What follows belongs to an exercise in optimizing a design on an open flow for small area, a short achievable clock period and few clock cycles; a production flow would make more cautious choices. Where RTL was checked, it was by simulation tests only, not by an equivalence proof against the original. Power is estimated from default activity; no workload was simulated.

// ash_rx
module ash_rx (
    input  wire       clk,
    input  wire       rst,
    input  wire       in_valid,
    input  wire [7:0] in_byte,
    output wire       in_ready,
    output wire       out_valid,
    input  wire       out_ready,
    output wire [4:0] out_tag,
    output wire [7:0] out_data,
    output wire       out_last
);
Size: about 2100 cells after synthesis, ~1200 flip-flops, ~28 I/O pins, roughly 31000 µm² of cells after synthesis.
Settings: LEC_CHECK=0, CAP_MARGIN=20, CORE_MARGIN=2, CORE_UTILIZATION=40, SLEW_MARGIN=20; clock period 8.0 ns.
standard.sh (not shown) runs the stock make flow with config.mk's settings and CLKGATE_MAP_FILE= SYNTH_SCRIPT=/design/flow/synth_recipe.tcl, a recipe that flattens the netlist after the stock synthesis.
==> flow/flow/run.sh <==
#!/bin/bash
# The standard layout (standard.sh: the standard synthesis and the ORFS
# steps to finish), with two changes: clock tree synthesis is run without
# dummy loads, and timing repair aims at a setup slack margin of 5.45 ns.
# Everything the steps print goes to standard.log here; ORFS keeps each
# step's own log under orfs/logs/.
set -euo pipefail
export CTS_ARGS="-sink_clustering_enable -repair_clock_nets -dont_use_dummy_load -sink_clustering_size 30 -sink_clustering_max_diameter 70"
export SETUP_SLACK_MARGIN=5.45
bash standard.sh > standard.log 2>&1
Testbench counts at the start, summed over its fixed seeds: cycles 9,879.
Then changed:
--- a/flow/design.v
+++ b/flow/design.v
@@ -9,16 +9,16 @@
     output wire [4:0] out_tag,
     output wire [7:0] out_data,
     output wire       out_last
 );
     localparam integer N    = 128;         
     localparam integer RS   = 16;          
     localparam integer RSB  = 4;           
-    localparam integer WS   = 32;          
-    localparam integer WSB  = 5;           
+    localparam integer WS   = 16;          
+    localparam integer WSB  = 4;           
     localparam integer NWT  = N / WS;
     localparam integer D    = 8;           
     localparam integer DB   = 3;           
     localparam [7:0] FLAG = 8'h7E, ESC = 8'h7D, XON = 8'h11, XOFF = 8'h13,
                      SUB  = 8'h18, CAN = 8'h1A;
     localparam [3:0] C_GOOD = 4'd0, C_BAD_ESCAPE = 4'd1, C_SHORT = 4'd2,
                      C_CRC = 4'd3, C_UNKNOWN = 4'd4, C_BAD_LENGTH = 4'd5,
@@ -55,15 +55,14 @@
         else if (c[1:0] == 2'b01)  hdr_tag = 5'h05;
         else                       hdr_tag = 5'h06;
     endfunction
     reg [7:0] ring [0:N-1];
     reg        pv, sv;
     reg        rdy;             
     reg [7:0]  pb, sb;
-    reg        b_flag, b_can, b_sub, b_xo, b_esc, is_data;    
     reg        need_slot;       
     reg        need_q;          
     reg        discard;
     reg        in_frame;        
     reg [7:0]  cnt;             
     reg [6:0]  wpos;            
     reg        al;              
@@ -98,14 +97,20 @@
     reg        alast;
     assign in_ready  = rdy;
     assign out_valid = av;
     assign out_tag   = atag;
     assign out_data  = adata;
     assign out_last  = alast;
     wire [7:0] nb       = sv ? sb : in_byte;      
+    wire       b_flag   = pb == FLAG;
+    wire       b_can    = pb == CAN;
+    wire       b_sub    = pb == SUB;
+    wire       b_xo     = (pb == XON) || (pb == XOFF);
+    wire       b_esc    = pb == ESC;
+    wire       is_data  = !(b_flag || b_can || b_sub || b_xo);
     wire       full     = cnt[7];
     wire [7:0]  unesc   = pb ^ 8'h20;
     wire        u_valid = !esc_err && (esc_pend ? is_reserved(unesc) : !b_esc);
     wire [7:0]  u_byte  = esc_pend ? unesc : pb;
     wire [15:0] crc_nx  = crc16_byte(crc, u_byte);
     wire        esc_bad = esc_err || esc_pend;
     wire        lenok_n = (ulen == 3'd2) ? (k_data || k_hdr) :
@@ -174,18 +179,15 @@
                           hdr    ? d2 : (d2 ^ (scr ? lfsr : 8'h00));
     wire        elast   = e_diag || r_lastu;
     wire        h_load  = !hv || pop;
     wire        q_in    = push && !(h_load && q_empty);      
     wire        q_out   = h_load && !q_empty;                
     wire [DB:0] q_wp_n  = q_in  ? q_wp + 1'b1 : q_wp;
     wire [DB:0] q_rp_n  = q_out ? q_rp + 1'b1 : q_rp;
-    wire [DB:0] q_wp_p1 = q_wp + 1'b1;
-    wire        q_almost = (q_wp_p1[DB-1:0] == q_rp[DB-1:0]) && (q_wp_p1[DB] != q_rp[DB]);
-    wire        q_room_n = (q_in && !q_out) ? !q_almost :
-                           (q_out && !q_in) ? 1'b1 : q_room;
+    wire        q_room_n = (q_wp_n[DB-1:0] != q_rp_n[DB-1:0]) || (q_wp_n[DB] == q_rp_n[DB]);
     wire        occ127  = rpos == wpos + 7'd1;
     wire [6:0]  wpos_dr = wpos - cnt[6:0] - 7'd1;
     wire        r_empty = !ofull && (wpos == rpos) && !in_frame;
     wire        frz     = r_empty && !wr_any && al;
     wire [6:0]  wpos_n  = ev_drop ? wpos_dr : (wr_any || frz) ? wpos : (wpos - 7'd1);
     wire        al_n    = ev_drop ? (wpos_dr[WSB-1:0] == 0) :
                           (wr_any || frz) ? al : (wpos[WSB-1:0] == 1);
@@ -204,24 +206,16 @@
             q_ent[q_wp[DB-1:0]] <= push_code;
         if (h_load) begin
             h_code <= q_empty ? push_code : q_ent[q_rp[DB-1:0]];
             h_good <= q_empty ? (push_code == C_GOOD || push_code == C_GOOD_FULL)
                               : (q_ent[q_rp[DB-1:0]] == C_GOOD ||
                                  q_ent[q_rp[DB-1:0]] == C_GOOD_FULL);
         end
-        if (!pv || go) begin
-            pb      <= nb;
-            b_flag  <= nb == FLAG;
-            b_can   <= nb == CAN;
-            b_sub   <= nb == SUB;
-            b_xo    <= (nb == XON) || (nb == XOFF);
-            b_esc   <= nb == ESC;
-            is_data <= !((nb == FLAG) || (nb == CAN) || (nb == SUB) ||
-                         (nb == XON) || (nb == XOFF));
-        end
+        if (!pv || go)
+            pb <= nb;
         if (!sv)
             sb <= in_byte;
         rb      <= rpre;
         rb_mark <= is_mark(rpre);
         rb_esc  <= rpre == ESC;
     end
     always @(posedge clk) begin
Count of clock-buffer cells in the layout came out higher by 1.
Power came out higher by 1.8%.
Setup slack degrades by 59 ps.
Critical path depth came out higher by 8.
Combinational power came out higher by about 4%.
Fmax came out lower by 2.1%.
For the second run of this note, only the layout was checked, not whether the RTL still works.

## what the ideal ports hide
The flow's constraints put no driver on any port. The routed layouts listed below were extracted and timed again, unchanged, in two steps. Step 1: set_driving_cell puts a clkbuf_16 on clk and a buf_2 on each other input, an assumption about the parent block. Step 2 times the ports against the registers' clock, not the clock port: input delays grow and output delays shrink by t, the midpoint of the rising clock arrivals with the driver on. a / b / c = ideal / step 1 / step 2; a / b = the first two.
run	shift t [ns]	setup slack, ns	cell pins on the clock port's net
the first run	0.665	5.291 / 5.231 / 4.779	1
the second run	0.653	5.231 / 5.231 / 4.807	1
After both steps setup and hold are still met in every run listed. For the first run, which loses most, drivers alone change the setup slack by -0.060 ns; drivers and shift together by -0.512 ns.
